What follows belongs to an exercise in optimizing a design on an open flow for small area; a production flow would make more cautious choices.
Only simulation tests tie the RTL to the original design; equivalence was not proved.
No activity file was given, so power comes from the tool's default toggle rates.

==> design/flow/design.v <==
module bms_aoi222 (
    input  wire [2:0] a,
    input  wire [2:0] b,
    output wire       y
);
    assign y = ~|(a & b);
endmodule
module bms_module (
    input  wire        clk,
    input  wire        rst,           
    input  wire        line_in,       
    output reg         line_out,      
    output reg         line_oe,
    input  wire [15:0] meas0,
    input  wire [15:0] meas1,
    input  wire [15:0] meas2,
    input  wire [15:0] meas3,
    input  wire [15:0] meas4,
    input  wire [31:0] ver_sw,
    input  wire [15:0] ver_hw,
    input  wire [31:0] ver_sn,
    output wire [7:0]  my_addr,
    output reg         cmd_valid,
    output wire [7:0]  cmd_addr,
    output wire [2:0]  cmd_op,
    output wire [10:0] cmd_arg,
    output wire        cmd_bcast
);
    localparam BCAST      = 8'hAA;
    localparam OP_GETDATA = 3'd0;
    localparam OP_SETADDR = 3'd1;
    localparam OP_SHUNTON = 3'd2;
    localparam OP_VERSION = 3'd3;
    localparam OP_RESV    = 3'd4;
    localparam OP_ADDRMODE= 3'd5;
    localparam T_GET = 2'd0;
    localparam T_VER = 2'd1;
    localparam T_FWD = 2'd2;
    reg        pol;
    reg        line_prev;
    wire       lvl = (line_in == pol);
    reg        rx_on;                 
    reg        tx_busy;
    reg  [3:0] clk_cnt;               
    reg  [3:0] bitc;                  
    reg        pend;                  
    wire clk_run  = rx_on | tx_busy;
    wire tick     = clk_run && (clk_cnt == 4'd15);
    wire rx_tick  = tick && !tx_busy;
    wire tx_tick  = tick && tx_busy;
    wire b_start = (bitc == 4'd15);
    wire b_stop  = (bitc == 4'd8);
    wire b_data  = !bitc[3];
    reg [10:0] dw0, dw1;
    reg  [3:0] sy0, sy1;
    reg        pa0, pa1;
    reg        nz;
    reg  [2:0] rx_count;
    reg        rx_len4;
    reg        frame_complete;
    function is_data_pos(input [3:0] p);
        is_data_pos = (p != 4'd0) && (p != 4'd1) && (p != 4'd2) && (p != 4'd4) && (p != 4'd8);
    endfunction
    wire       cnt4   = rx_count[2];
    wire [3:0] cpos   = {rx_count[0], bitc[2:0]} + 4'd1;      
    wire       rx_dat = rx_tick && b_data && !cnt4;
    wire       up0    = rx_dat && !rx_count[1];
    wire       up1    = rx_dat &&  rx_count[1];
    wire       is_brk = rx_tick && b_stop && !nz && !lvl;
    wire       clr    = rst || is_brk;
    wire [3:0] sadd   = lvl ? cpos : 4'd0;
    wire       rot    = rx_on && b_stop && rx_count[0] && is_data_pos(clk_cnt);
    wire       rot0   = rot && !rx_count[1];
    wire       rot1   = rot &&  rx_count[1];
    always @(posedge clk) begin
        if (clr) begin
            sy0 <= 4'd0; pa0 <= 1'b0;
            sy1 <= 4'd0; pa1 <= 1'b0;
        end else begin
            if (up0) begin
                sy0 <= sy0 ^ sadd;
                pa0 <= pa0 ^ lvl;
            end
            if (up1) begin
                sy1 <= sy1 ^ sadd;
                pa1 <= pa1 ^ lvl;
            end
        end
    end
    always @(posedge clk) begin
        if (up0 && is_data_pos(cpos)) dw0 <= {dw0[9:0], lvl};
        if (up1 && is_data_pos(cpos)) dw1 <= {dw1[9:0], lvl};
        if (rot0) dw0 <= {dw0[9:0], dw0[10] ^ (sy0 == clk_cnt)};
        if (rot1) dw1 <= {dw1[9:0], dw1[10] ^ (sy1 == clk_cnt)};
    end
    reg  [5:0]  addr;
    assign my_addr = {2'b00, addr};
    wire [10:0] d0   = dw0;
    wire [10:0] d1   = dw1;
    wire        err0 = (sy0 == 4'd0) ? pa0 : ~pa0;
    wire        err1 = (sy1 == 4'd0) ? pa1 : ~pa1;
    wire [7:0]  c_addr = d0[10:3];
    wire [2:0]  c_op   = d0[2:0];
    wire        c_wide = (c_op == OP_SETADDR) || (c_op == OP_SHUNTON);
    wire [10:0] c_arg  = c_wide ? d1 : 11'd0;
    wire recv_cond = !pend && !tx_busy && !rx_tick && (rx_count >= 3'd2) &&
                     (rx_len4 || frame_complete);
    wire need_more = !err0 && c_wide && !cnt4;
    wire dec_ok    = !err0 && (!c_wide || (cnt4 && !err1));
    wire c_bcast   = (c_addr == BCAST);
    wire c_match   = (c_op != OP_RESV) && (c_bcast || (c_addr != 8'd0 && c_addr == my_addr));
    wire deliver   = recv_cond && dec_ok && c_match;
    wire claim     = (addr == 6'd0) && (c_arg[10:6] == 5'd0) && (c_arg[5:0] != 6'd0);
    assign cmd_addr  = c_addr;
    assign cmd_op    = c_op;
    assign cmd_arg   = c_arg;
    assign cmd_bcast = c_bcast;
    reg  [1:0]  rtype;
    reg  [3:0]  tx_byte;
    reg  [15:0] crc;
    function [15:0] ham_enc(input [10:0] d);
        reg p1, p2, p4, p8, q;
        begin
            p1 = d[10] ^ d[9] ^ d[7] ^ d[6] ^ d[4] ^ d[2] ^ d[0];
            p2 = d[10] ^ d[8] ^ d[7] ^ d[5] ^ d[4] ^ d[1] ^ d[0];
            p4 = d[9]  ^ d[8] ^ d[7] ^ d[3] ^ d[2] ^ d[1] ^ d[0];
            p8 = d[6]  ^ d[5] ^ d[4] ^ d[3] ^ d[2] ^ d[1] ^ d[0];
            q  = p1 ^ p2 ^ p4 ^ p8 ^ (^d);
            ham_enc = {q, d[0], d[1], d[2], d[3], d[4], d[5], d[6], p8,
                       d[7], d[8], d[9], p4, d[10], p2, p1};
        end
    endfunction
    localparam [15:0] FWD_W0 = 16'h45A4;    
    wire [15:0] fwd_w1 = ham_enc({5'd0, addr} + 11'd1);
    wire is_get = (rtype == T_GET);
    wire is_ver = (rtype == T_VER);
    wire is_fwd = (rtype == T_FWD);
    wire [2:0]  bidx = clk_cnt[3] ? bitc[2:0] : ~clk_cnt[2:0];
    wire [3:0]  bsel = {tx_byte[0], bidx};
    wire [15:0] bs;
    genvar gi;
    generate
        for (gi = 0; gi < 16; gi = gi + 1) begin : g_bs
            assign bs[gi] = (bsel == gi);
        end
    endgenerate
    wire [15:0] fw [0:10];
    assign fw[0]  = meas0;
    assign fw[1]  = meas1;
    assign fw[2]  = meas2;
    assign fw[3]  = meas3;
    assign fw[4]  = meas4;
    assign fw[5]  = ver_sw[15:0];
    assign fw[6]  = ver_sw[31:16];
    assign fw[7]  = ver_hw;
    assign fw[8]  = ver_sn[15:0];
    assign fw[9]  = ver_sn[31:16];
    assign fw[10] = crc;
    wire [12:0] wb;
    genvar gw, gj;
    generate
        for (gw = 0; gw < 11; gw = gw + 1) begin : g_w
            wire [4:0] n;
            for (gj = 0; gj < 5; gj = gj + 1) begin : g_a
                bms_aoi222 u_ao (.a(fw[gw][3*gj +: 3]), .b(bs[3*gj +: 3]), .y(n[gj]));
            end
            assign wb[gw] = ~&n | (fw[gw][15] & bs[15]);
        end
    endgenerate
    wire [3:0] fn;
    bms_aoi222 u_ao_f0 (.a({fwd_w1[3], fwd_w1[1:0]}),  .b({bs[3], bs[1:0]}),  .y(fn[0]));
    bms_aoi222 u_ao_f1 (.a(fwd_w1[9:7]),               .b(bs[9:7]),           .y(fn[1]));
    bms_aoi222 u_ao_f2 (.a(fwd_w1[12:10]),             .b(bs[12:10]),         .y(fn[2]));
    bms_aoi222 u_ao_f3 (.a(fwd_w1[15:13]),             .b(bs[15:13]),         .y(fn[3]));
    assign wb[11] = ~&fn;
    wire [1:0] an;
    bms_aoi222 u_ao_a0 (.a(addr[2:0]), .b(bs[10:8]),  .y(an[0]));
    bms_aoi222 u_ao_a1 (.a(addr[5:3]), .b(bs[13:11]), .y(an[1]));
    assign wb[12] = ~&an;
    wire fb0 = |(FWD_W0 & bs);
    wire [2:0] wsel = tx_byte[3:1];
    wire [12:0] ws;
    assign ws[0]  = (wsel == 3'd1) && is_get;
    assign ws[1]  = (wsel == 3'd2) && is_get;
    assign ws[2]  = (wsel == 3'd3) && is_get;
    assign ws[3]  = (wsel == 3'd4) && is_get;
    assign ws[4]  = (wsel == 3'd5) && is_get;
    assign ws[5]  = (wsel == 3'd1) && is_ver;
    assign ws[6]  = (wsel == 3'd2) && is_ver;
    assign ws[7]  = (wsel == 3'd3) && is_ver;
    assign ws[8]  = (wsel == 3'd4) && is_ver;
    assign ws[9]  = (wsel == 3'd5) && is_ver;
    assign ws[10] = (wsel == 3'd6) && !is_fwd;
    assign ws[11] = (wsel == 3'd6) && is_fwd;
    assign ws[12] = (wsel == 3'd0);
    wire [3:0] wn;
    generate
        for (gj = 0; gj < 4; gj = gj + 1) begin : g_ws
            bms_aoi222 u_ao (.a(wb[3*gj +: 3]), .b(ws[3*gj +: 3]), .y(wn[gj]));
        end
    endgenerate
    wire cbit = ~&wn | (wb[12] & ws[12]) | (fb0 && (wsel == 3'd5) && is_fwd);
    wire       tx_bitval = b_start ? 1'b0 : b_stop ? 1'b1 : cbit;
    wire crc_tx  = tx_busy && (bitc == 4'd0) && !clk_cnt[3] && !(tx_byte[3] && tx_byte[2]);
    wire ready   = crc[12] && !crc[7] && !crc[1] && !crc[0];
    wire crc_fb  = crc[15] ^ (cbit & tx_busy);
    wire send_now = pend && ready && !tx_busy && !rx_on;
    wire edge_evt = line_prev && !lvl && !rx_on && !tx_busy && !send_now;
    always @(posedge clk) begin
        if (rst) begin
            pol            <= line_in;
            line_prev      <= 1'b1;
            rx_on          <= 1'b0;
            tx_busy        <= 1'b0;
            pend           <= 1'b0;
            rx_count       <= 3'd0;
            rx_len4        <= 1'b0;
            frame_complete <= 1'b0;
            line_oe        <= 1'b0;
            addr           <= 6'd0;
            cmd_valid      <= 1'b0;
        end else begin
            line_prev <= lvl;
            cmd_valid <= 1'b0;
            if (edge_evt) begin
                rx_on   <= 1'b1;
                clk_cnt <= 4'd8;
                bitc    <= 4'd15;
            end else if (send_now) begin
                tx_busy <= 1'b1;
                pend    <= 1'b0;
                clk_cnt <= 4'd0;
                bitc    <= 4'd15;
                tx_byte <= is_get ? 4'd1 : is_ver ? 4'd2 : 4'd10;
            end else begin
                clk_cnt <= clk_cnt + 4'd1;
                if (tick)
                    bitc <= b_stop ? 4'd15 : bitc + 4'd1;
            end
            if (rx_tick) begin
                if (b_start) begin
                    nz <= 1'b0;
                end else if (b_data) begin
                    nz <= nz | lvl;
                end else begin
                    if (!nz && !lvl) begin
                        rx_count       <= 3'd0;
                        frame_complete <= 1'b0;
                    end else if (!cnt4) begin
                        rx_count <= rx_count + 3'd1;
                        if ((rx_count + 3'd1) == (rx_len4 ? 3'd4 : 3'd2))
                            frame_complete <= 1'b1;
                    end
                    rx_on <= 1'b0;
                end
            end
            if (tx_tick) begin
                if (tx_byte != 4'd14) begin
                    line_oe  <= 1'b1;
                    line_out <= tx_bitval ? pol : ~pol;
                    if (b_stop) tx_byte <= tx_byte + 4'd1;
                end else if (b_start) begin
                    line_oe  <= 1'b1;
                    line_out <= pol;
                end else begin
                    line_oe  <= 1'b0;
                    tx_busy  <= 1'b0;
                end
            end
            if (send_now)
                crc <= 16'd0;
            else if (crc_tx || (pend && !ready))
                crc <= {crc[14:0], 1'b0} ^ (crc_fb ? 16'h1021 : 16'h0000);
            if (recv_cond) begin
                frame_complete <= 1'b0;
                rx_len4        <= need_more;
                if (deliver) begin
                    cmd_valid <= 1'b1;
                    case (c_op)
                        OP_GETDATA: begin
                            rtype <= T_GET;
                            crc   <= 16'h0002;
                            pend  <= 1'b1;
                        end
                        OP_VERSION: begin
                            rtype <= T_VER;
                            crc   <= 16'h0004;
                            pend  <= 1'b1;
                        end
                        OP_SETADDR: begin
                            if (claim) begin
                                addr  <= c_arg[5:0];
                                rtype <= T_FWD;
                                crc   <= 16'h602A;
                                pend  <= 1'b1;
                            end
                        end
                        OP_ADDRMODE: addr <= 6'd0;
                        default: ;
                    endcase
                end
            end
        end
    end
endmodule
==> design/flow/flow/run.sh <==
#!/bin/bash
# The standard layout (standard synthesis, ORFS steps), with every port
# buffered by the smallest buffer instead of the default pick.
set -euo pipefail
export BUFFER_PORTS_ARGS="-buffer_cell sky130_fd_sc_hd__buf_1"
bash standard.sh > standard_flow.log 2>&1
==> design/flow/standard.sh <==
#!/bin/bash
# synth_recipe.tcl (not shown) runs the flow's synth.tcl, then flattens the netlist and writes it again
# the make line also repeats each setting of config.mk as NAME=value (left out here)
make -C /OpenROAD-flow-scripts/flow DESIGN_CONFIG=/design/flow/config.mk WORK_HOME=/design/flow/orfs CLKGATE_MAP_FILE= SYNTH_SCRIPT=/design/flow/synth_recipe.tcl "${@:-finish}"
==> design/flow/config.mk <==
export PLATFORM = sky130hd
export DESIGN_NAME = bms_module
export DESIGN_NICKNAME = bms_module
export VERILOG_FILES = /design/flow/design.v
export SDC_FILE = /design/flow/constraint.sdc
export NUM_CORES = 4
export LEC_CHECK = 0
export CAP_MARGIN = 20
export CORE_MARGIN = 2
export CORE_UTILIZATION = 40
export CTS_BUF_LIST = sky130_fd_sc_hd__clkbuf_8
export PLACE_DENSITY = 0.6
export SLEW_MARGIN = 20
export SYNTH_HIERARCHICAL = 1
==> design/flow/constraint.sdc <==
create_clock -name core_clock -period 10.0 [get_ports {clk}]
set_input_delay 2.0000 -clock core_clock [delete_from_list [all_inputs] [get_ports {clk}]]
set_output_delay 2.0000 -clock core_clock [all_outputs]
set_load 0.01 [all_outputs]
==> results_dict.tcl, run 1 <==
set metrics [dict create \
    status "complete, no violations" \
    leakage_nw 2.50 \
    grtUsageTotal 0.268 \
    drive_above_1_share 0.0584 \
    ir_worst_vdd_uv 86.1 \
    grt_pass1_wl_um 31000 \
    start_util 0.412 \
    antenna_found_initial 0 \
    gp_congestion 0.892 \
    cts_setup_buffers 0 \
    layout_min_cycle_time_ns 4.61 \
    layout.nets 976 \
    core_mm2 0.0139 \
    critPathTopFamily "compound AO/OA/AOI/OAI gates" \
    synth_flop_cell "edfxtp_1" \
    netlist_instances 613 \
    critPathBufInv 1 \
    fin_setup_tns_ns 0 \
    final_cell_mix "194 x buf_1, 73 x nor2_1, 65 x a222oi_1, 55 x edfxtp_1, 49 x nand2_1" \
    syn_area_per_cell_um2 9.36 \
    fin_cells 985 \
    routed_wl_um 21100 \
    synth_seq_cells 82 \
    drt-pass1-iter-count 7 \
    dieArea_mm2 0.0153 \
    htreeDepth 3 \
    worst_slew_pin_slew_ns 1.13 \
    drt-initial-drc-count 869 \
    clock_skew_ns 0.00988 \
    setup_viol 0 \
    num_vias 6142 \
    drcViolationCount 0 \
    cts_buffer_depth 2 \
    grt_setup_unrepaired "false" \
    cts_sinks 82 \
    synth_edf_count 55 \
    portBuffers 194 \
    synth_warnings 7 \
    dpl.hpwl_um 15300 \
    grt_pass1_vias 5676 \
    final_common_cell "buf_1" \
    utilization 0.494 \
    fmax_mhz 217 \
    endpoint_kind "flip-flop" \
    cp.required_ns 10.10 \
    clk_pin_slew_ns 0.09 \
    start_kind "flip-flop" \
    dieHeight_um 124 \
    grt-ovfl-total 0 \
    ant_nets 0 \
    dp_cells 967 \
    yosysSeqAreaShare 0.382 \
    cp_cell_sequence "nor2_1 > a32oi_1 > nor2_1 > buf_4 > a222oi_1 > and3_1 > nand4_1 > a222oi_1 > nand4_1 > a211oi_1 > nand2_1 > and3_1 > o41ai_1 > a22oi_2" \
    synth_top_area_share 0.288 \
    rows 43 \
    period_share 0.461 \
    antenna_cells 0 \
    ctsRootBufferMaster "clkbuf_8" \
    yosysTopAreaCell "edfxtp_1" \
    arrival_ns 4.71 \
    drv_slew 0 \
    hold_viol 0 \
    max_cap_viol_count 0 \
    cts_buffers 9 \
    cpPeakStageDelay_ns 0.84 \
    crit_path_max_fanout 19 \
    async_flop_share 0 \
    crit_slowest_cell "edfxtp_1" \
    ctsHoldBuffers 0 \
    syn_area_mm2 0.00574 \
    cts_tree "built" \
    grt_max_degree 23 \
    area_delta_synth_final_pct 20.0 \
    wire_per_inst_um 21.4 \
    relSlewSlack 0.242 \
    cts_resized 0 \
    p_per_area_mw_per_mm2 123 \
    yosys-top-cells-area "edfxtp_1 29%, a222oi_1 11%, dfxtp_1 9.4%" \
    hp-class "reg2reg" \
    path_class "reg2reg" \
    boundaryPins 197 \
    vias_per_cell 6.24 \
    die_x_um 124 \
    synth_cell_types 64 \
    clk_latency_ns 0.37 \
]
==> layout make-up <==
class / instances / area [um^2]
inverter: 19 / 71.3
multi-input combinational: 481 / 3340
timing repair buffer: 207 / 830
clock buffer: 9 / 124
fill: 1363 / 7050
clock inverter: 7 / 106
tap: 180 / 225
sequential: 82 / 2190
==> sequential cells by signal, indices dropped and copies added (netlist names), 2 cells and up <==
register	flops
sy0	4
dw1	11
sy1	4
dw0	11
addr	6
clk_cnt	4
rx_count	3
tx_byte	4
rtype	2
crc	16
bitc	4
==> per-layer routing <==
layer,routed length (um),vias to the layer above,track usage
li1,-,2786,-
met1,8270,2927,0.351
met2,9730,387,0.417
met3,2350,42,0.0701
met4,707,0,0.121
met5,0,-,0
==> power by group <==
part           switching, W  internal (W)
logic             0.0000971     0.0000686
clock network      0.000141      0.000146
registers         0.0000216      0.000373
==> worst reg2reg max path, stage by stage (launching register included) <==
cell      delay [ns]
edfxtp_1        0.84
nor2_1          0.15
a32oi_1         0.39
nor2_1          0.32
buf_4           0.27
a222oi_1        0.30
and3_1          0.20
nand4_1         0.13
a222oi_1        0.46
nand4_1         0.17
a211oi_1        0.32
nand2_1         0.13
and3_1          0.18
o41ai_1         0.42
a22oi_2         0.08
==> metrics by stage <==
step	hold slack (ns)	cell area (um^2)	setup slack, ns	power (W)
global placement	0.440	6630	5.29	0.000557
global route	0.505	6890	5.01	0.000884
finish	0.470	6890	5.39	0.000848
detailed placement	0.454	6640	5.30	0.000561
CTS	0.479	6870	5.47	0.000848
floorplan	0.432	5740	5.75	0.000492
==> cells in the mapped netlist, drive strengths merged, types with 2 or more instances <==
| master | number |
|---|---|
| and3 | 32 |
| o311ai | 2 |
| a21oi | 21 |
| a21o | 2 |
| or4 | 3 |
| mux2 | 6 |
| dfxtp | 27 |
| a31oi | 4 |
| nor4b | 4 |
| a32oi | 3 |
| nor3 | 12 |
| nand3b | 2 |
| nor4 | 9 |
| a222oi | 65 |
| nand3 | 12 |
| edfxtp | 55 |
| a211oi | 4 |
| ha | 13 |
| o211ai | 3 |
| xnor2 | 23 |
| nor2 | 74 |
| or3 | 6 |
| nand2 | 49 |
| a22oi | 3 |
| nand4 | 17 |
| clkbuf | 22 |
| nand2b | 7 |
| and4b | 2 |
| inv | 18 |
| mux2i | 23 |
| xor2 | 27 |
| buf | 10 |
| a41oi | 2 |
| and2 | 6 |
| a2111oi | 3 |
| nor2b | 8 |
| o21ai | 18 |
==> modules after synthesis, one instance, submodules excluded <==
| module | cells | flops+latches | area [um^2] |
|---|---|---|---|
| bms_module | 548 | 82 | 5090 |
| bms_aoi222 | 1 | 0 | 10.0 |
==> cell families (layout without fill, tap and decap cells) <==
group,Yosys count,after routing,share of synthesized area
fa+ha+maj,13,13,0.0283
compound gates,140,140,0.203
simple gates,247,247,0.220
flops,82,82,0.382
mux,29,29,0.0519
other cells,1,2,0.000654
xor+xnor,50,50,0.0763
buf+inv,51,242,0.0375
==> worst paths after layout <==
check	end	slack (ns)	start	cells past startpoint
setup reg to reg	crc[5]	5.39	clk_cnt[3]	14
hold / removal	line_oe	0.47	line_oe	1
setup / recovery	crc[5]	5.39	clk_cnt[3]	14
hold reg to reg	line_oe	0.47	line_oe	1
==> run 2: changes to the inputs <==
--- a/design/flow/config.mk
+++ b/design/flow/config.mk
@@ -9,6 +9,8 @@
 export CORE_MARGIN = 2
 export CORE_UTILIZATION = 40
 export CTS_BUF_LIST = sky130_fd_sc_hd__clkbuf_8
+export CTS_CLUSTER_DIAMETER = 100
+export CTS_CLUSTER_SIZE = 30
 export PLACE_DENSITY = 0.6
 export SLEW_MARGIN = 20
 export SYNTH_HIERARCHICAL = 1
==> results_dict.tcl, run 2 <==
set metrics [dict create \
    synth_cell_types 64 \
    die_x_um 124 \
    htreeDepth 3 \
    worst_slew_pin_slew_ns 1.13 \
    setup_viol 0 \
    core_mm2 0.0139 \
    period_share 0.461 \
    cts_buffer_depth 2 \
    p_total_w 0.000848 \
    leakage_nw 2.50 \
    clk_pin_slew_ns 0.09 \
    cp.required_ns 10.10 \
    area_delta_synth_final_pct 20.0 \
    drt-initial-drc-count 869 \
    status "complete, no violations" \
    yosysTopAreaCell "edfxtp_1" \
    final_cell_mix "194 x buf_1, 73 x nor2_1, 65 x a222oi_1, 55 x edfxtp_1, 49 x nand2_1" \
    syn_area_per_cell_um2 9.36 \
    wl_met2_um 9730 \
    grtUsageTotal 0.268 \
    fin_setup_tns_ns 0 \
    combPwrFrac 0.195 \
    boundaryPins 197 \
    drv_slew 0 \
    highest_layer "met4" \
    portBuffers 194 \
    ys_top_cells_by_count "74 x nor2_1, 65 x a222oi_1, 55 x edfxtp_1" \
    dieArea_mm2 0.0153 \
    num-fill-cells 1363 \
    wire_per_inst_um 21.4 \
    vias_per_cell 6.24 \
    utilization 0.494 \
    clock_skew_ns 0.00988 \
    dieHeight_um 124 \
    top_register "crc" \
    synth_top_area_share 0.288 \
    met3RoutedLength_um 2350 \
    path_class "reg2reg" \
    crit_path_max_fanout 19 \
    relSlewSlack 0.242 \
    setup_ws_ns 5.39 \
    largest_reg_flops 16 \
    p_sw_w 0.000260 \
    power_frac_clock 0.339 \
    hold_viol 0 \
    final_common_cell "buf_1" \
    sw_frac_of_total 0.307 \
    reg_top3 "crc: 16 flops, dw0: 11 flops, dw1: 11 flops" \
    grt-ovfl-total 0 \
    max_cap_viol_count 0 \
    wl_met1_um 8270 \
    ir_worst_vdd_uv 86.1 \
    arrival_ns 4.71 \
    gp_congestion 0.892 \
    p_int_w 0.000588 \
    cts_resized 0 \
    drt-pass1-iter-count 7 \
    grt_max_degree 23 \
    yosysMostFrequentCell "nor2_1" \
    cts_tree "built" \
    clk_latency_ns 0.37 \
    synth_edf_count 55 \
    p_per_area_mw_per_mm2 123 \
    endpoint_kind "flip-flop" \
    ant_nets 0 \
    dpl.hpwl_um 15300 \
    rows 43 \
    start_kind "flip-flop" \
    cts_buffers 9 \
    drcViolationCount 0 \
    cts_sinks 82 \
    dp_slack_ns 5.30 \
    drive_above_1_share 0.0584 \
    fmax_mhz 217 \
    layout_min_cycle_time_ns 4.61 \
    ctsRootBufferMaster "clkbuf_8" \
    layout.nets 976 \
    start_util 0.412 \
    async_flop_share 0 \
    cts_setup_buffers 0 \
    hp-class "reg2reg" \
    grt_pass1_vias 5676 \
    synth_flop_cell "edfxtp_1" \
    synth_warnings 7 \
    ctsHoldBuffers 0 \
    yosys-top-cells-area "edfxtp_1 29%, a222oi_1 11%, dfxtp_1 9.4%" \
    synth_seq_cells 82 \
    grt_pass1_wl_um 31000 \
    netlist_instances 613 \
    grt_setup_unrepaired "false" \
    antenna_cells 0 \
    syn_area_mm2 0.00574 \
    routed_wl_um 21100 \
    yosysSeqAreaShare 0.382 \
    p_seq_frac 0.466 \
    antenna_found_initial 0 \
    num_vias 6142 \
]
[run 2: cell counts in the layout (fill, tap and decap cells not counted)]
Identical to the previous run, type by type.
[run 2: modules after synthesis, one instance, submodules excluded]
module	cells inside	copies in the design	area [um^2]
bms_module	548	1	5090
bms_aoi222	1	65	10.0
[run 2: final cells by class]
| class | instances | area [um^2] | share of cell area |
|---|---|---|---|
| Clock buffer | 9 | 124 | 0.0180 |
| Timing Repair Buffer | 207 | 830 | 0.120 |
| Multi-Input combinational cell | 481 | 3340 | 0.485 |
| Sequential cell | 82 | 2190 | 0.318 |
| Tap cell | 180 | 225 | 0.0327 |
| Clock inverter | 7 | 106 | 0.0154 |
| Inverter | 19 | 71.3 | 0.0104 |
[run 2: metal layers]
layer,GRT usage,up-vias
li1,-,2786
met1,0.351,2927
met2,0.417,387
met3,0.0701,42
met4,0.121,0
met5,0,-
[run 2: power by group through the flow]
stage                     combinational (W)  clock [W]  sequential, W
after floorplan                    0.000106          0       0.000386
after global placement             0.000156          0       0.000401
after detailed placement           0.000159          0       0.000402
after CTS                          0.000160   0.000294       0.000394
after global routing               0.000182   0.000306       0.000397
final                              0.000166   0.000287       0.000395
[run 2: stage by stage]
stage | hold WS, ns | cells | instance area [um^2]
finish | 0.470 | 985 | 6890
global route | 0.505 | 985 | 6890
CTS | 0.479 | 983 | 6870
global placement | 0.440 | 966 | 6630
detailed placement | 0.454 | 967 | 6640
floorplan | 0.432 | 614 | 5740
[run 2: worst max-delay path, stage by stage (launching register included)]
cell and delay [ns]:
edfxtp_1 0.84, nor2_1 0.15, a32oi_1 0.39, nor2_1 0.32, buf_4 0.27, a222oi_1 0.30
and3_1 0.20, nand4_1 0.13, a222oi_1 0.46, nand4_1 0.17, a211oi_1 0.32, nand2_1 0.13
and3_1 0.18, o41ai_1 0.42, a22oi_2 0.08
[run 2: path summary, 6_finish.rpt]
path / start / to / slack, ns / cells past startpoint
worst min register to register: line_oe / line_oe / 0.47 / 1
worst max-delay path: clk_cnt[3] / crc[5] / 5.39 / 14
worst min-delay path: line_oe / line_oe / 0.47 / 1
worst max register to register: clk_cnt[3] / crc[5] / 5.39 / 14
[run 2: logic make-up after synthesis]
logic type	share of synthesized area
muxes	0.0519
xor gates and xnor gates	0.0763
AOI/OAI and AO/OA	0.203
adders and majority gates	0.0283
other	0.000654
and+or+nand+nor	0.220
buffers and inverters	0.0375
DFF	0.382
==> run 3: changes to the inputs <==
==> design/flow/flow/run.sh (replaced) <==
#!/bin/bash
# The standard layout (standard synthesis, ORFS steps), with every port
# buffered by the smallest buffer instead of the default pick, and a clock
# tree without dummy loads.
set -euo pipefail
export BUFFER_PORTS_ARGS="-buffer_cell sky130_fd_sc_hd__buf_1"
export CTS_ARGS="-sink_clustering_enable -repair_clock_nets -buf_list sky130_fd_sc_hd__clkbuf_8 -dont_use_dummy_load"
bash standard.sh > standard_flow.log 2>&1
--- a/design/flow/config.mk
+++ b/design/flow/config.mk
@@ -9,8 +9,6 @@
 export CORE_MARGIN = 2
 export CORE_UTILIZATION = 40
 export CTS_BUF_LIST = sky130_fd_sc_hd__clkbuf_8
-export CTS_CLUSTER_DIAMETER = 100
-export CTS_CLUSTER_SIZE = 30
 export PLACE_DENSITY = 0.6
 export SLEW_MARGIN = 20
 export SYNTH_HIERARCHICAL = 1
==> results_dict.tcl, run 3 <==
set metrics [dict create \
    crit_slowest_cell "dfxtp_1" \
    grt_setup_unrepaired "false" \
    hold_depth 1 \
    reg_top3 "crc: 16 flops, dw0: 11 flops, dw1: 11 flops" \
    worst_slew_pin_slew_ns 1.15 \
    htreeDepth 3 \
    drt-initial-drc-count 866 \
    boundaryPins 197 \
    drv_slew 0 \
    antenna_found_initial 0 \
    largest_reg_flops 16 \
    wire_per_inst_um 21.5 \
    die_x_um 124 \
    yosysSeqAreaShare 0.382 \
    cts_resized 0 \
    portBuffers 194 \
    grt-ovfl-total 0 \
    crit_top_cell "xnor2_1" \
    synth_flop_cell "edfxtp_1" \
    antenna_cells 0 \
    cp.required_ns 10.08 \
    rows 43 \
    clk_latency_ns 0.37 \
    utilization 0.486 \
    syn_area_per_cell_um2 9.36 \
    vias_per_cell 6.26 \
    leakage_nw 2.45 \
    hp-class "reg2reg" \
    clock_skew_ns 0.0274 \
    setup_viol 0 \
    final_cell_mix "194 x buf_1, 73 x nor2_1, 65 x a222oi_1, 55 x edfxtp_1, 49 x nand2_1" \
    cp_cell_sequence "inv_1 > ha_1 > xnor2_1 > xnor2_1 > xnor2_1 > xnor2_1 > xnor2_1 > a222oi_1 > nand4_1 > a222oi_1 > nand4_1 > a211oi_1 > nand2_1 > and3_1 > o41ai_1 > a22oi_2" \
    min_to "line_oe" \
    status "complete, no violations" \
    p_per_area_mw_per_mm2 111 \
    area_delta_synth_final_pct 18.1 \
    dieHeight_um 124 \
    reg2reg_to "crc[5]" \
    endpoint_kind "flip-flop" \
    grt_pass1_wl_um 30900 \
    grt_max_degree 23 \
    netlist_instances 613 \
    start_kind "flip-flop" \
    core_mm2 0.0139 \
    cts_sinks 82 \
    ir_worst_vdd_uv 58.9 \
    routed_wl_um 21000 \
    ys_top_cells_by_count "74 x nor2_1, 65 x a222oi_1, 55 x edfxtp_1" \
    dieArea_mm2 0.0153 \
    num_vias 6123 \
    layout.nets 976 \
    drcViolationCount 0 \
    crit_path_max_fanout 10 \
    fin_setup_tns_ns 0 \
    top_register "crc" \
    hold_viol 0 \
    gp_congestion 0.892 \
    arrival_ns 4.67 \
    async_flop_share 0 \
    max_cap_viol_count 0 \
    cts_setup_buffers 0 \
    rr_worst_depth 16 \
    path_class "reg2reg" \
    fmax_mhz 218 \
    synth_warnings 7 \
    synth_top_area_share 0.288 \
    period_share 0.459 \
    cts_buffers 9 \
    final_common_cell "buf_1" \
    cts_buffer_depth 2 \
    dp_slack_ns 5.30 \
    synth_seq_cells 82 \
    hold_start "line_oe" \
    drive_above_1_share 0.0501 \
    setup_ws_ns 5.41 \
    syn_area_mm2 0.00574 \
    drt-pass1-iter-count 8 \
    grt_pass1_vias 5692 \
    rrSetupSlack_ns 5.41 \
    dpl.hpwl_um 15300 \
    grtUsageTotal 0.266 \
    synth_cell_types 64 \
    ctsHoldBuffers 0 \
    ant_nets 0 \
    clk_pin_slew_ns 0.09 \
    yosys-top-cells-area "edfxtp_1 29%, a222oi_1 11%, dfxtp_1 9.4%" \
    layout_min_cycle_time_ns 4.59 \
    cpPeakStageDelay_ns 0.60 \
    cts_tree "built" \
    synth_edf_count 55 \
    relSlewSlack 0.228 \
    r2r_start "addr[0]" \
    yosysTopAreaCell "edfxtp_1" \
    yosysMostFrequentCell "nor2_1" \
    ctsRootBufferMaster "clkbuf_8" \
    start_util 0.412 \
]
run 3: how the worst max path moves through the flow:
stage / slack (ns) / to / cells past startpoint / start
global route: 5.01 / crc[5] / 16 / addr[0]
floorplan: 5.75 / crc[5] / 10 / ver_sw[25]
detailed placement: 5.30 / crc[5] / 11 / ver_sn[22]
global placement: 5.29 / crc[5] / 11 / meas1[0]
CTS: 5.45 / crc[5] / 16 / addr[0]
finish: 5.41 / crc[5] / 16 / addr[0]
run 3: logic make-up after synthesis:
group / after synthesis / share of synthesized area
compound gates: 140 / 0.203
xor+xnor: 50 / 0.0763
fa+ha+maj: 13 / 0.0283
buf+inv: 51 / 0.0375
flops: 82 / 0.382
mux: 29 / 0.0519
other cells: 1 / 0.000654
simple gates: 247 / 0.220
run 3: cell type report:
type | count | area (um^2)
clock buffers | 9 | 124
fillers | 1377 | 7160
inverters | 19 | 71.3
multi-input cells | 481 | 3340
flip-flops and latches | 82 | 2190
well taps | 180 | 225
repair buffers | 207 | 830
run 3: metal layers:
layer / wire [um] / part of all wire / track usage / up-vias
met5: 0 / 0 / 0 / -
met4: 790 / 0.038 / 0.129 / 0
met3: 2220 / 0.11 / 0.0641 / 51
met2: 9620 / 0.46 / 0.416 / 387
met1: 8370 / 0.40 / 0.346 / 2904
li1: - / - / - / 2781
run 3: stage by stage:
| stage | instance area (um^2) | cells | power [W] | hold slack, ns |
|---|---|---|---|---|
| final | 6780 | 978 | 0.000754 | 0.466 |
| after floorplan | 5740 | 614 | 0.000492 | 0.432 |
| after global routing | 6780 | 978 | 0.000786 | 0.500 |
| after detailed placement | 6640 | 967 | 0.000561 | 0.454 |
| after CTS | 6760 | 976 | 0.000752 | 0.475 |
| after global placement | 6630 | 966 | 0.000557 | 0.440 |
run 3: worst max-delay path, delay by kind of cell (launching register included):
kind,cells,cell delay [ns]
simple gates,4,0.65
flops,1,0.60
compound gates,5,1.50
xor+xnor,5,1.06
buf+inv,1,0.13
fa+ha+maj,1,0.36
run 3: report_power, final:
group	switching [W]	internal [W]
sequential	0.0000212	0.000374
combinational	0.0000970	0.0000686
clock	0.000113	0.0000807
total	0.000231	0.000523
run 3: per-module statistics from Yosys, one instance, submodules excluded:
module / cells inside / cell area, um^2 / flip-flops and latches / copies in the design
bms_aoi222: 1 / 10.0 / 0 / 65
bms_module: 548 / 5090 / 82 / 1
==> run 4: changes to the inputs <==
--- a/design/flow/config.mk
+++ b/design/flow/config.mk
@@ -7,8 +7,7 @@
 export LEC_CHECK = 0
 export CAP_MARGIN = 20
 export CORE_MARGIN = 2
-export CORE_UTILIZATION = 40
-export CTS_BUF_LIST = sky130_fd_sc_hd__clkbuf_8
-export PLACE_DENSITY = 0.6
+export CORE_UTILIZATION = 60
+export PLACE_DENSITY = 0.8
 export SLEW_MARGIN = 20
 export SYNTH_HIERARCHICAL = 1
==> results_dict.tcl, run 4 <==
set metrics [dict create \
    status "complete, no violations" \
    cts_buffers 9 \
    start_util 0.621 \
    dieArea_mm2 0.0104 \
    max_cap_viol_count 0 \
    drt-pass1-iter-count 15 \
    synth_cell_types 64 \
    clk_pin_slew_ns 0.09 \
    layout.nets 970 \
    hold_viol 0 \
    critPathTopFamily "compound AO/OA/AOI/OAI gates" \
    synth_flop_cell "edfxtp_1" \
    fin_area_mm2 0.00668 \
    top_register "crc" \
    dpl-instance-area_mm2 0.00654 \
    grt_setup_unrepaired "false" \
    crit_slowest_cell "edfxtp_1" \
    drv_slew 0 \
    clock_skew_ns 0.0273 \
    gp_congestion 0.912 \
    num_vias 6191 \
    yosys.area_share.simple 0.220 \
    grtUsageTotal 0.365 \
    ir_worst_vdd_uv 80.6 \
    drive_above_1_share 0.0480 \
    largest_reg_flops 16 \
    syn_area_mm2 0.00574 \
    ant_nets 0 \
    utilization 0.723 \
    grt-ovfl-total 0 \
    grt_max_degree 23 \
    htreeDepth 3 \
    grt_pass1_vias 5562 \
    clk_latency_ns 0.36 \
    p_total_w 0.000746 \
    core_mm2 0.00924 \
    relSlewSlack 0.173 \
    yosysMostFrequentCell "nor2_1" \
    wire_per_inst_um 21.5 \
    sw_frac_of_total 0.301 \
    final_cell_mix "194 x buf_1, 69 x nor2_1, 65 x a222oi_1, 55 x edfxtp_1, 49 x nand2_1" \
    synthAdderAreaFrac 0.0283 \
    netlist_instances 613 \
    ctsRootBufferMaster "clkbuf_8" \
    combPwrFrac 0.222 \
    vias_per_cell 6.72 \
    path_class "reg2reg" \
    reg_top3 "crc: 16 flops, dw0: 11 flops, dw1: 11 flops" \
    yosys-top-cells-area "edfxtp_1 29%, a222oi_1 11%, dfxtp_1 9.4%" \
    portBuffers 194 \
    crit_path_max_fanout 19 \
    async_flop_share 0 \
    synth_edf_count 55 \
    antenna_cells 0 \
    period_share 0.476 \
    num-fill-cells 756 \
    endpoint_kind "flip-flop" \
    ctsHoldBuffers 0 \
    leakage_nw 2.41 \
    p_per_area_mw_per_mm2 112 \
    start_kind "flip-flop" \
    hp-class "reg2reg" \
    yosysTopAreaCell "edfxtp_1" \
    routed_wl_um 19800 \
    rows 35 \
    antenna_found_initial 0 \
    layout_min_cycle_time_ns 4.76 \
    cpPeakStageDelay_ns 0.81 \
    die_x_um 102 \
    synth_top_area_share 0.288 \
    synth_xor_area_frac 0.0763 \
    fin_setup_tns_ns 0 \
    cts_buffer_depth 2 \
    dieHeight_um 102 \
    cp.required_ns 10.07 \
    critPathBufInv 1 \
    drcViolationCount 0 \
    cp_cell_sequence "nor2_1 > a32oi_1 > nor2_1 > buf_4 > a222oi_1 > and3_1 > nand4_1 > a222oi_1 > nand4_1 > a211oi_1 > nand2_1 > and3_1 > o41ai_1 > a22oi_2" \
    p_sw_w 0.000224 \
    cts_resized 0 \
    synth_compound_area_frac 0.203 \
    synth_seq_cells 82 \
    dpl.hpwl_um 14300 \
    cts_tree "built" \
    worst_slew_pin_slew_ns 1.24 \
    grt_pass1_wl_um 28600 \
    cts_sinks 82 \
    syn_area_per_cell_um2 9.36 \
    p_seq_frac 0.530 \
    cts_setup_buffers 0 \
    fmax_mhz 210 \
    final_common_cell "buf_1" \
    arrival_ns 4.83 \
    synth_top_family_by_area "simple AND/OR/NAND/NOR gates" \
    yosysSeqAreaShare 0.382 \
    muxShareOfSynthArea 0.0519 \
    power_frac_clock 0.249 \
    p_int_w 0.000521 \
    ys_top_cells_by_count "74 x nor2_1, 65 x a222oi_1, 55 x edfxtp_1" \
    area_delta_synth_final_pct 16.4 \
    boundaryPins 197 \
    synth_warnings 7 \
    setup_viol 0 \
    drt-initial-drc-count 968 \
]
[run 4: power by group through the flow]
stage / Combinational [W] / Clock (W) / Sequential [W]
5_1_grt: 0.000177 / 0.000199 / 0.000396
4_1_cts: 0.000158 / 0.000188 / 0.000394
2_1_floorplan: 0.000106 / 0 / 0.000386
3_3_place_gp: 0.000152 / 0 / 0.000401
3_5_place_dp: 0.000156 / 0 / 0.000401
6_report: 0.000165 / 0.000185 / 0.000395
[run 4: final cells by class]
type                            instances  area (um^2)  area share
Tap cell                              129          161      0.0242
Sequential cell                        82         2190       0.328
Multi-Input combinational cell        481         3350       0.501
Inverter                               19         71.3      0.0107
Timing Repair Buffer                  201          781       0.117
Clock buffer                            9          124      0.0186
[run 4: worst paths after layout]
path	from	end	slack, ns	depth (start not counted)
setup / recovery	clk_cnt[3]	crc[5]	5.24	14
hold / removal	line_oe	line_oe	0.47	1
setup reg to reg	clk_cnt[3]	crc[5]	5.24	14
hold reg to reg	line_oe	line_oe	0.47	1
[run 4: stage by stage]
| stage | hold WS, ns | setup slack [ns] | cells |
|---|---|---|---|
| floorplan | 0.432 | 5.75 | 614 |
| global placement | 0.438 | 5.32 | 912 |
| detailed placement | 0.446 | 5.16 | 912 |
| CTS | 0.467 | 5.47 | 921 |
| global route | 0.482 | 5.04 | 921 |
| finish | 0.468 | 5.24 | 921 |
[run 4: kinds of logic after synthesis]
kind of cell	after synthesis
buffers and inverters	51
xor gates and xnor gates	50
adders and majority gates	13
AOI/OAI and AO/OA	140
other	1
DFF	82
muxes	29
and+or+nand+nor	247
[run 4: modules after synthesis (local to each module, per instance)]
module | cell area (um^2) | copies in the design | flops+latches | cells inside
bms_module | 5090 | 1 | 82 | 548
bms_aoi222 | 10.0 | 65 | 0 | 1
[run 4: layer usage]
layer | GRT usage | share of wire
met1 | 0.476 | 0.38
met2 | 0.567 | 0.47
met3 | 0.0787 | 0.12
met4 | 0.194 | 0.033
met5 | 0.0288 | 0.0017
==> run 5: changes to the inputs <==
==> design/flow/flow/run.sh (replaced) <==
#!/bin/bash
# The standard layout (standard synthesis, ORFS steps), with every port
# buffered by the smallest buffer instead of the default pick, the
# synthesized gates taken down to their smallest drive strength after
# floorplan (later repair steps upsize where needed), and a clock tree
# without dummy loads.
set -euo pipefail
export BUFFER_PORTS_ARGS="-buffer_cell sky130_fd_sc_hd__buf_1"
export POST_FLOORPLAN_TCL="$PWD/flow/downsize.tcl"
export CTS_ARGS="-sink_clustering_enable -repair_clock_nets -buf_list sky130_fd_sc_hd__clkbuf_8 -dont_use_dummy_load"
bash standard.sh > standard_flow.log 2>&1
==> design/flow/flow/downsize.tcl (new file) <==
# Swap each combinational cell for the smallest cell of the same family
# (same name but the drive-strength suffix), e.g. nor4_2 -> nor4_1.
# Flip-flops are left alone; later repair steps upsize where needed.
set ds_count 0
set ds_saved 0.0
foreach inst [get_cells *] {
  set m [get_property $inst ref_name]
  if {![regexp {^(sky130_fd_sc_hd__[a-z0-9]+)_([0-9]+)$} $m -> base drv]} { continue }
  if {[regexp {^sky130_fd_sc_hd__(s?e?dfx|dfr|dfs|dfb|edf|sdf|sedf|dl|tap|fill|decap|conb|diode|clk)} $base]} { continue }
  set best $m
  set best_area [get_property [get_lib_cells */$m] area]
  foreach d {0 1 2} {
    set cand ${base}_$d
    set lc [get_lib_cells -quiet */$cand]
    if {$lc == ""} { continue }
    if {[get_property $lc dont_use]} { continue }
    set a [get_property $lc area]
    if {$a < $best_area} { set best $cand; set best_area $a }
  }
  if {$best != $m} {
    set old_area [get_property [get_lib_cells */$m] area]
    replace_cell $inst [get_lib_cells */$best]
    incr ds_count
    set ds_saved [expr {$ds_saved + $old_area - $best_area}]
  }
}
puts "downsize: $ds_count cells, [format %.1f $ds_saved] um2"
--- a/design/flow/config.mk
+++ b/design/flow/config.mk
@@ -7,7 +7,8 @@
 export LEC_CHECK = 0
 export CAP_MARGIN = 20
 export CORE_MARGIN = 2
-export CORE_UTILIZATION = 60
-export PLACE_DENSITY = 0.8
+export CORE_UTILIZATION = 40
+export CTS_BUF_LIST = sky130_fd_sc_hd__clkbuf_8
+export PLACE_DENSITY = 0.6
 export SLEW_MARGIN = 20
 export SYNTH_HIERARCHICAL = 1
==> results_dict.tcl, run 5 <==
set metrics [dict create \
    period_share 0.451 \
    max_cap_viol_count 0 \
    drt-pass1-iter-count 9 \
    worst_slew_pin_slew_ns 1.20 \
    setup_viol 0 \
    utilization 0.481 \
    leakage_nw 2.43 \
    drt-initial-drc-count 723 \
    antenna_found_initial 0 \
    reg_top3 "crc: 16 flops, dw0: 11 flops, dw1: 11 flops" \
    clk_pin_slew_ns 0.08 \
    yosysMostFrequentCell "nor2_1" \
    yosysSeqAreaShare 0.382 \
    yosysTopAreaCell "edfxtp_1" \
    syn_area_per_cell_um2 9.36 \
    portBuffers 194 \
    synthAdderAreaFrac 0.0283 \
    seq_area_mm2 0.00219 \
    start_util 0.412 \
    layout_min_cycle_time_ns 4.51 \
    synth_seq_cells 82 \
    hold_depth 1 \
    async_flop_share 0 \
    hold_viol 0 \
    muxShareOfSynthArea 0.0519 \
    cts_buffer_depth 2 \
    area_delta_synth_final_pct 16.8 \
    clk_latency_ns 0.36 \
    synth_top_area_share 0.288 \
    grt_setup_unrepaired "false" \
    syn_area_mm2 0.00574 \
    die_x_um 124 \
    cts_setup_buffers 0 \
    gp_congestion 0.857 \
    synth_top_family_by_area "simple AND/OR/NAND/NOR gates" \
    hold_start "line_oe" \
    relSlewSlack 0.198 \
    ant_nets 0 \
    clock_skew_ns 0.0254 \
    grt_pass1_vias 5571 \
    synth_cell_types 64 \
    min_to "line_oe" \
    reg2reg_to "crc[5]" \
    crit_path_max_fanout 10 \
    yosys-top-cells-area "edfxtp_1 29%, a222oi_1 11%, dfxtp_1 9.4%" \
    largest_reg_flops 16 \
    num-fill-cells 1426 \
    rrSetupSlack_ns 5.49 \
    netlist_instances 613 \
    r2r_start "addr[0]" \
    worstSetupStartpoint "addr[0]" \
    vias_per_cell 6.24 \
    synth_warnings 7 \
    top_register "crc" \
    path_class "reg2reg" \
    drive_above_1_share 0.0364 \
    final_cell_mix "194 x buf_1, 74 x nor2_1, 65 x a222oi_1, 55 x edfxtp_1, 49 x nand2_1" \
    num_vias 6086 \
    arrival_ns 4.57 \
    grtUsageTotal 0.248 \
    layout.nets 974 \
    grt_pass1_wl_um 28900 \
    rows 43 \
    p_per_area_mw_per_mm2 111 \
    fmax_mhz 222 \
    endpoint_kind "flip-flop" \
    multi_input_area_mm2 0.00328 \
    grt_max_degree 22 \
    status "complete, no violations" \
    start_kind "flip-flop" \
    core_mm2 0.0139 \
    ys_top_cells_by_count "74 x nor2_1, 65 x a222oi_1, 55 x edfxtp_1" \
    wire_per_inst_um 20.8 \
    antenna_cells 0 \
    synth_xor_area_frac 0.0763 \
    grt-ovfl-total 0 \
    routed_wl_um 20300 \
    ir_worst_vdd_uv 49.2 \
    final_common_cell "buf_1" \
    synth_flop_cell "edfxtp_1" \
    fin_setup_tns_ns 0 \
    hp-class "reg2reg" \
    htreeDepth 3 \
    drv_slew 0 \
    synth_compound_area_frac 0.203 \
    cts_tree "built" \
    yosys.area_share.simple 0.220 \
    drcViolationCount 0 \
    cts_buffers 9 \
    boundaryPins 197 \
    cts_resized 0 \
    ctsHoldBuffers 0 \
    cts_sinks 82 \
    dpl.hpwl_um 15200 \
    cp.required_ns 10.06 \
    synth_edf_count 55 \
    rr_worst_depth 16 \
    ctsRootBufferMaster "clkbuf_8" \
    dieHeight_um 124 \
    dieArea_mm2 0.0153 \
]
[run 5: critical path, cell delays in order (launching register included)]
cell and delay, ns:
dfxtp_1 0.59, inv_1 0.12, ha_1 0.35, xnor2_1 0.26
xnor2_1 0.12, xnor2_1 0.32, xnor2_1 0.18, xnor2_1 0.08
a222oi_1 0.32, nand4_1 0.21, a222oi_1 0.37, nand4_1 0.15
a211oi_1 0.30, nand2_1 0.14, and3_1 0.19, o41ai_1 0.38
a22oi_1 0.11
[run 5: modules after synthesis (local to each module, per instance)]
| module | cells inside | copies in the design |
|---|---|---|
| bms_aoi222 | 1 | 65 |
| bms_module | 548 | 1 |
[run 5: worst max-delay path by stage]
| stage | to | slack (ns) |
|---|---|---|
| floorplan | crc[5] | 5.75 |
| detailed placement | crc[5] | 5.21 |
| global route | crc[5] | 5.13 |
| finish | crc[5] | 5.49 |
| global placement | crc[5] | 5.28 |
| CTS | crc[5] | 5.47 |
[run 5: area by class of cell]
class | instances | share of cell area
multi-input cells | 481 | 0.489
flip-flops and latches | 82 | 0.327
repair buffers | 205 | 0.121
well taps | 180 | 0.0336
clock buffers | 9 | 0.0185
inverters | 19 | 0.0106
[run 5: cell families after synthesis]
family                   count (synthesis)
AND/OR/NAND/NOR                        247
AO/OA/AOI/OAI                          140
flip-flops                              82
buffers and inverters                   51
XOR/XNOR                                50
multiplexers                            29
adder cells (fa/ha/maj)                 13
other                                    1
[run 5: power by group]
| part | internal, W | switching, W | leakage [nW] |
|---|---|---|---|
| combinational | 0.0000678 | 0.0000950 | 1.63 |
| clock | 0.0000806 | 0.000108 | 0.0647 |
| sequential | 0.000374 | 0.0000207 | 0.733 |
| total | 0.000522 | 0.000224 | 2.43 |
[run 5: metal layers]
layer / part of all wire / GRT usage
met3: 0.086 / 0.0334
met2: 0.47 / 0.409
met5: 0 / 0
met4: 0.034 / 0.120
met1: 0.41 / 0.321
[run 5: per-stage QoR]
stage	instances	hold WS (ns)	instance area, um^2	total power (W)	setup slack (ns)
final	976	0.470	6700	0.000746	5.49
after global routing	976	0.488	6700	0.000778	5.13
after CTS	976	0.466	6700	0.000745	5.47
after detailed placement	967	0.450	6580	0.000560	5.21
after global placement	967	0.440	6580	0.000557	5.28
after floorplan	614	0.432	5740	0.000492	5.75
==> run 6: changes to the inputs <==
--- a/design/flow/design.v
+++ b/design/flow/design.v
@@ -33,9 +33,10 @@
     localparam OP_VERSION = 3'd3;
     localparam OP_RESV    = 3'd4;
     localparam OP_ADDRMODE= 3'd5;
-    localparam T_GET = 2'd0;
-    localparam T_VER = 2'd1;
-    localparam T_FWD = 2'd2;
+    localparam T_GET  = 2'd0;
+    localparam T_VER  = 2'd1;
+    localparam T_FWD  = 2'd2;
+    localparam T_NONE = 2'd3;        
     reg        pol;
     reg        line_prev;
     wire       lvl = (line_in == pol);
@@ -202,7 +203,8 @@
     wire cbit = ~&wn | (wb[12] & ws[12]) | (fb0 && (wsel == 3'd5) && is_fwd);
     wire       tx_bitval = b_start ? 1'b0 : b_stop ? 1'b1 : cbit;
     wire crc_tx  = tx_busy && (bitc == 4'd0) && !clk_cnt[3] && !(tx_byte[3] && tx_byte[2]);
-    wire ready   = crc[12] && !crc[7] && !crc[1] && !crc[0];
+    wire ready   = crc[12] && crc[5] && !crc[8];
+    wire load    = cmd_valid && (rtype != T_NONE);
     wire crc_fb  = crc[15] ^ (cbit & tx_busy);
     wire send_now = pend && ready && !tx_busy && !rx_on;
     wire edge_evt = line_prev && !lvl && !rx_on && !tx_busy && !send_now;
@@ -222,6 +224,8 @@
         end else begin
             line_prev <= lvl;
             cmd_valid <= 1'b0;
+            if (load)
+                pend <= 1'b1;
             if (edge_evt) begin
                 rx_on   <= 1'b1;
                 clk_cnt <= 4'd8;
@@ -269,6 +273,8 @@
             end
             if (send_now)
                 crc <= 16'd0;
+            else if (load)
+                crc <= is_get ? 16'h0040 : is_ver ? 16'h0080 : 16'hC4CC;
             else if (crc_tx || (pend && !ready))
                 crc <= {crc[14:0], 1'b0} ^ (crc_fb ? 16'h1021 : 16'h0000);
             if (recv_cond) begin
@@ -276,23 +282,14 @@
                 rx_len4        <= need_more;
                 if (deliver) begin
                     cmd_valid <= 1'b1;
+                    rtype     <= T_NONE;
                     case (c_op)
-                        OP_GETDATA: begin
-                            rtype <= T_GET;
-                            crc   <= 16'h0002;
-                            pend  <= 1'b1;
-                        end
-                        OP_VERSION: begin
-                            rtype <= T_VER;
-                            crc   <= 16'h0004;
-                            pend  <= 1'b1;
-                        end
+                        OP_GETDATA: rtype <= T_GET;
+                        OP_VERSION: rtype <= T_VER;
                         OP_SETADDR: begin
                             if (claim) begin
                                 addr  <= c_arg[5:0];
                                 rtype <= T_FWD;
-                                crc   <= 16'h602A;
-                                pend  <= 1'b1;
                             end
                         end
                         OP_ADDRMODE: addr <= 6'd0;
--- a/design/flow/config.mk
+++ b/design/flow/config.mk
@@ -8,7 +8,6 @@
 export CAP_MARGIN = 20
 export CORE_MARGIN = 2
 export CORE_UTILIZATION = 40
-export CTS_BUF_LIST = sky130_fd_sc_hd__clkbuf_8
 export PLACE_DENSITY = 0.6
 export SLEW_MARGIN = 20
 export SYNTH_HIERARCHICAL = 1
==> results_dict.tcl, run 6 <==
set metrics [dict create \
    status "complete, no violations" \
    hp-class "reg2reg" \
    multi_input_area_mm2 0.00309 \
    rows 42 \
    syn_area_mm2 0.00552 \
    ys_top_cells_by_count "66 x nor2_1, 65 x a222oi_1, 55 x edfxtp_1" \
    hold_viol 0 \
    crit_slowest_cell "dfxtp_1" \
    fmax_mhz 230 \
    cts_buffers 9 \
    crit_path_max_fanout 10 \
    ant_nets 0 \
    synth_seq_cells 82 \
    dp_slack_ns 5.52 \
    drive_above_1_share 0.0391 \
    drt-pass1-iter-count 9 \
    layout_min_cycle_time_ns 4.35 \
    boundaryPins 197 \
    max_cap_viol_count 0 \
    antenna_found_initial 0 \
    yosysSeqAreaShare 0.397 \
    synth_compound_area_frac 0.201 \
    whs_ns 0.478 \
    routed_wl_um 20100 \
    muxShareOfSynthArea 0.0242 \
    top_register "crc" \
    die_x_um 122 \
    drv_slew 0 \
    path_class "reg2reg" \
    leakage_nw 2.16 \
    clk_pin_slew_ns 0.08 \
    drcViolationCount 0 \
    synth_flop_cell "edfxtp_1" \
    yosysMostFrequentCell "nor2_1" \
    p_per_area_mw_per_mm2 116 \
    htreeDepth 3 \
    cts_sinks 82 \
    cp.required_ns 10.11 \
    netlist_instances 586 \
    num-fill-cells 1326 \
    async_flop_share 0 \
    met3RoutedLength_um 1560 \
    synth_cell_types 63 \
    cp_cell_sequence "inv_1 > ha_1 > xnor2_1 > xnor2_1 > xor2_1 > xor2_1 > xnor2_1 > a222oi_1 > nand4_1 > a222oi_1 > nand4_1 > nor2_1 > o31ai_1 > o21ai_1 > xor2_1 > nor2_1" \
    num_vias 5766 \
    worst_slew_pin_slew_ns 1.24 \
    grt-ovfl-total 0 \
    vias_per_cell 6.11 \
    reg_top3 "crc: 16 flops, dw0: 11 flops, dw1: 11 flops" \
    layout.nets 946 \
    dpl.hpwl_um 15000 \
    yosysTopAreaCell "edfxtp_1" \
    ir_worst_vdd_uv 74.3 \
    wire_per_inst_um 21.3 \
    synth_edf_count 55 \
    cpPeakStageDelay_ns 0.62 \
    grt_pass1_wl_um 29900 \
    synthAdderAreaFrac 0.0295 \
    cts_tree "built" \
    relSlewSlack 0.168 \
    cts_buffer_depth 2 \
    start_util 0.414 \
    wl_met1_um 8110 \
    period_share 0.435 \
    core_mm2 0.0133 \
    synth_warnings 7 \
    cts_resized 0 \
    setup_ws_ns 5.65 \
    arrival_ns 4.46 \
    grt_setup_unrepaired "false" \
    synth_top_area_share 0.299 \
    grtUsageTotal 0.265 \
    area_delta_synth_final_pct 17.2 \
    largest_reg_flops 16 \
    endpoint_kind "flip-flop" \
    yosys-top-cells-area "edfxtp_1 30%, a222oi_1 12%, dfxtp_1 9.8%" \
    cts_setup_buffers 0 \
    dieHeight_um 122 \
    highest_layer "met4" \
    antenna_cells 0 \
    portBuffers 194 \
    yosys.area_share.simple 0.225 \
    start_kind "flip-flop" \
    syn_area_per_cell_um2 9.42 \
    ctsHoldBuffers 0 \
    clk_latency_ns 0.37 \
    final_common_cell "buf_1" \
    synth_top_family_by_area "simple AND/OR/NAND/NOR gates" \
    seq_area_mm2 0.00219 \
    synth_xor_area_frac 0.0838 \
    setup_viol 0 \
    drt-initial-drc-count 694 \
    ctsRootBufferMaster "clkbuf_8" \
    gp_congestion 0.925 \
    final_cell_mix "194 x buf_1, 65 x a222oi_1, 58 x nor2_1, 55 x edfxtp_1, 52 x nand2_1" \
    grt_pass1_vias 5587 \
    clock_skew_ns 0.0389 \
    fin_setup_tns_ns 0 \
    wl_met2_um 9800 \
    dieArea_mm2 0.0148 \
    grt_max_degree 22 \
]
[run 6: changes by cell type after synthesis, sizes merged, moves of 4 or more]
cell    change
and2       +10
and3        -8
clkbuf      -7
mux2i      -13
nor2        -8
o21a        +4
[run 6: cell families (layout without fill, tap and decap cells)]
kind of cell | Yosys count | after routing
compound gates | 137 | 137
xor+xnor | 52 | 52
fa+ha+maj | 13 | 13
buf+inv | 48 | 229
flops | 82 | 82
mux | 13 | 13
other cells | 1 | 2
simple gates | 240 | 240
[run 6: metal layers]
layer / up-vias / GRT usage
met5: - / 0
met4: 0 / 0.113
met3: 40 / 0.0597
met2: 299 / 0.451
met1: 2784 / 0.324
li1: 2643 / -
[run 6: metrics by stage]
| step | std cells | instance area [um^2] | util | total power, W |
|---|---|---|---|---|
| final | 944 | 6470 | 0.485 | 0.000749 |
| after global routing | 944 | 6470 | 0.485 | 0.000785 |
| after CTS | 943 | 6450 | 0.483 | 0.000749 |
| after detailed placement | 934 | 6320 | 0.474 | 0.000564 |
| after global placement | 933 | 6310 | 0.473 | 0.000558 |
| after floorplan | 587 | 5530 | - | 0.000497 |
[run 6: area by class of cell]
class                   instances  share of cell area
flip-flops and latches         82               0.339
well taps                     176              0.0340
inverters                      21              0.0122
clock buffers                   9              0.0191
multi-input cells             457               0.477
repair buffers                199               0.119
[run 6: worst max-delay path, delay by kind of cell (launching register included)]
kind            cells  cell delay (ns)
simple gates        4             0.59
xor+xnor            6             1.20
flops               1             0.62
compound gates      4             1.18
buf+inv             1             0.16
fa+ha+maj           1             0.36
[run 6: modules after synthesis (local to each module, per instance)]
module      cells  times used  area (um^2)  flops+latches
bms_module    521           1         4870             82
bms_aoi222      1          65         10.0              0
[run 6: path summary, 6_finish.rpt]
path / startpoint / end / slack [ns] / cells past startpoint
worst max-delay path: addr[0] / crc[0] / 5.65 / 16
worst min-delay path: dw1[7] / dw1[8] / 0.48 / 0
worst max register to register: addr[0] / crc[0] / 5.65 / 16
worst min register to register: dw1[7] / dw1[8] / 0.48 / 0
[run 6: power by group]
part | internal, W | switching [W] | total, W | leakage (nW)
registers | 0.000368 | 0.0000180 | 0.000386 | 0.720
logic | 0.0000724 | 0.000105 | 0.000177 | 1.38
clock network | 0.0000804 | 0.000105 | 0.000186 | 0.0647
==> run 7: changes to the inputs <==
--- a/design/flow/config.mk
+++ b/design/flow/config.mk
@@ -7,7 +7,7 @@
 export LEC_CHECK = 0
 export CAP_MARGIN = 20
 export CORE_MARGIN = 2
-export CORE_UTILIZATION = 40
-export PLACE_DENSITY = 0.6
+export CORE_UTILIZATION = 60
+export PLACE_DENSITY = 0.8
 export SLEW_MARGIN = 20
 export SYNTH_HIERARCHICAL = 1
==> results_dict.tcl, run 7 <==
set metrics [dict create \
    start_util 0.609 \
    cts_resized 0 \
    drt-initial-drc-count 791 \
    fmax_mhz 235 \
    final_cell_mix "194 x buf_1, 65 x nor2_1, 65 x a222oi_1, 55 x edfxtp_1, 52 x nand2_1" \
    dieArea_mm2 0.00999 \
    reg_top3 "crc: 16 flops, dw0: 11 flops, dw1: 11 flops" \
    path_class "reg2reg" \
    ant_nets 0 \
    portBuffers 194 \
    clock_skew_ns 0.0295 \
    worst_slew_pin_slew_ns 1.22 \
    hold_viol 0 \
    wire_per_inst_um 20.8 \
    rows 35 \
    yosysTopAreaCell "edfxtp_1" \
    crit_path_max_fanout 19 \
    synth_flop_cell "edfxtp_1" \
    area_delta_synth_final_pct 14.9 \
    ctsHoldBuffers 0 \
    die_x_um 99.9 \
    num-fill-cells 701 \
    fin_setup_tns_ns 0 \
    cts_sinks 82 \
    crit_top_cell "nor2_1" \
    dpl.hpwl_um 13500 \
    synth_cell_types 63 \
    max_cap_viol_count 0 \
    vias_per_cell 6.71 \
    grt-ovfl-total 0 \
    syn_area_per_cell_um2 9.42 \
    drive_above_1_share 0.0261 \
    syn_area_mm2 0.00552 \
    grtUsageTotal 0.351 \
    status "complete, no violations" \
    drv_slew 0 \
    cts_setup_buffers 0 \
    routed_wl_um 18200 \
    cp_cell_sequence "o21ai_0 > nand2b_1 > nor2_1 > buf_4 > a222oi_1 > and3_1 > nand4_1 > a222oi_1 > nand4_1 > nor2_1 > o31ai_1 > o21ai_1 > xor2_1 > nor2_1" \
    cts_tree "built" \
    netlist_instances 586 \
    grt_pass1_wl_um 27500 \
    boundaryPins 197 \
    crit_slowest_cell "edfxtp_1" \
    yosys-top-cells-area "edfxtp_1 30%, a222oi_1 12%, dfxtp_1 9.8%" \
    cts_buffers 9 \
    p_per_area_mw_per_mm2 117 \
    yosysSeqAreaShare 0.397 \
    synth_warnings 7 \
    grt_max_degree 22 \
    core_mm2 0.00906 \
    largest_reg_flops 16 \
    cpPeakStageDelay_ns 0.69 \
    htreeDepth 3 \
    multi_input_area_mm2 0.00307 \
    period_share 0.426 \
    antenna_cells 0 \
    relSlewSlack 0.187 \
    seq_area_mm2 0.00219 \
    utilization 0.700 \
    arrival_ns 4.36 \
    antenna_found_initial 0 \
    clk_pin_slew_ns 0.07 \
    synth_top_area_share 0.299 \
    ir_worst_vdd_uv 103 \
    gp_congestion 1.01 \
    num_vias 5882 \
    synth_seq_cells 82 \
    grt_pass1_vias 5661 \
    async_flop_share 0 \
    drcViolationCount 0 \
    cp.required_ns 10.10 \
    dieHeight_um 99.9 \
    layout.nets 943 \
    cts_buffer_depth 2 \
    ys_top_cells_by_count "66 x nor2_1, 65 x a222oi_1, 55 x edfxtp_1" \
    clk_latency_ns 0.35 \
    endpoint_kind "flip-flop" \
    ctsRootBufferMaster "clkbuf_8" \
    top_register "crc" \
    start_kind "flip-flop" \
    leakage_nw 2.15 \
    grt_setup_unrepaired "false" \
    layout_min_cycle_time_ns 4.26 \
    yosysMostFrequentCell "nor2_1" \
    synth_edf_count 55 \
    setup_viol 0 \
    hp-class "reg2reg" \
    drt-pass1-iter-count 10 \
    final_common_cell "buf_1" \
]
[run 7: changes by cell type in the layout (fill, tap and decap cells not counted)]
| cell | change |
|---|---|
| buf_6 | -1 |
| buf_4 | -2 |
| nor2_2 | -7 |
| nor2_1 | +7 |
[run 7: power breakdown]
part	leakage (nW)	switching (W)	total, W	internal (W)
clock	0.0647	0.000103	0.000184	0.0000806
sequential	0.720	0.0000188	0.000387	0.000368
combinational	1.36	0.0000990	0.000170	0.0000705
[run 7: stage by stage]
stage	setup WS, ns	hold slack, ns	power, W	instance area, um^2	instances
2_1_floorplan	6.10	0.433	0.000497	5530	587
3_3_place_gp	5.58	0.437	0.000553	6210	866
3_5_place_dp	5.51	0.450	0.000557	6210	866
4_1_cts	5.80	0.467	0.000735	6340	875
5_1_grt	5.46	0.502	0.000767	6350	876
6_report	5.74	0.479	0.000740	6350	876
[run 7: routing by layer]
layer,track usage,vias up,part of all wire
met3,0.0662,71,0.088
met4,0.187,0,0.044
met5,0,-,0
met2,0.607,374,0.49
met1,0.414,2799,0.38
li1,-,2638,-
[run 7: Yosys stat by module, one instance, submodules excluded]
module	times used	cells	flops+latches	cell area [um^2]
bms_aoi222	65	1	0	10.0
bms_module	1	521	82	4870
[run 7: area by class of cell]
| cell class | instances | area share |
|---|---|---|
| tap | 111 | 0.0219 |
| timing repair buffer | 196 | 0.117 |
| inverter | 21 | 0.0124 |
| multi-input combinational | 457 | 0.484 |
| sequential | 82 | 0.345 |
| clock buffer | 9 | 0.0195 |
[run 7: critical path, delay by kind of cell (launching register included)]
kind | cells | cell delay (ns)
AO/OA/AOI/OAI | 5 | 1.77
XOR/XNOR | 1 | 0.21
buffers and inverters | 1 | 0.23
flip-flops | 1 | 0.69
AND/OR/NAND/NOR | 7 | 1.11
[run 7: cells by family after synthesis]
group / Yosys count / synth area share
other: 1 / 0.000679
multiplexers: 13 / 0.0242
AO/OA/AOI/OAI: 137 / 0.201
buffers and inverters: 48 / 0.0385
flip-flops: 82 / 0.397
AND/OR/NAND/NOR: 240 / 0.225
adder cells (fa/ha/maj): 13 / 0.0295
XOR/XNOR: 52 / 0.0838
[run 7: worst paths after layout]
path / endpoint / start / slack [ns] / depth (start not counted)
max: crc[0] / clk_cnt[3] / 5.74 / 14
min: line_oe / line_oe / 0.48 / 1
max reg2reg: crc[0] / clk_cnt[3] / 5.74 / 14
min reg2reg: line_oe / line_oe / 0.48 / 1

## re-timing with driven ports
The flow's constraints put no driver on any port. The routed layouts listed below were extracted and timed again, unchanged, in two steps. Step 1: set_driving_cell puts a clkbuf_16 on clk and a buf_2 on each other input, an assumption about the parent block. Step 2, shift: input delay + t, output delay - t, t = (earliest + latest rising clock arrival at the registers) / 2. This alone moves slack from input paths to output paths. Slacks: no drivers / after step 1 / after step 2; pairs: no drivers / after step 1.
run	t (ns)	setup WS [ns]	slew at the worst register clock pin (ns)
run 1	0.399	5.392 / 5.392 / 5.082	0.10 / 0.10
run 2	0.399	5.392 / 5.392 / 5.082	0.10 / 0.10
run 3	0.391	5.414 / 5.414 / 5.112	0.10 / 0.10
run 4	0.377	5.243 / 5.243 / 4.958	0.09 / 0.09
run 5	0.388	5.488 / 5.488 / 5.119	0.09 / 0.09
run 6	0.385	5.650 / 5.650 / 5.414	0.10 / 0.10
run 7	0.372	5.742 / 5.742 / 5.428	0.09 / 0.09
After both steps every run listed still meets setup and hold. The setup slack of run 5, which loses most, moves by 0.000 ns with the drivers and by -0.369 ns with both steps.
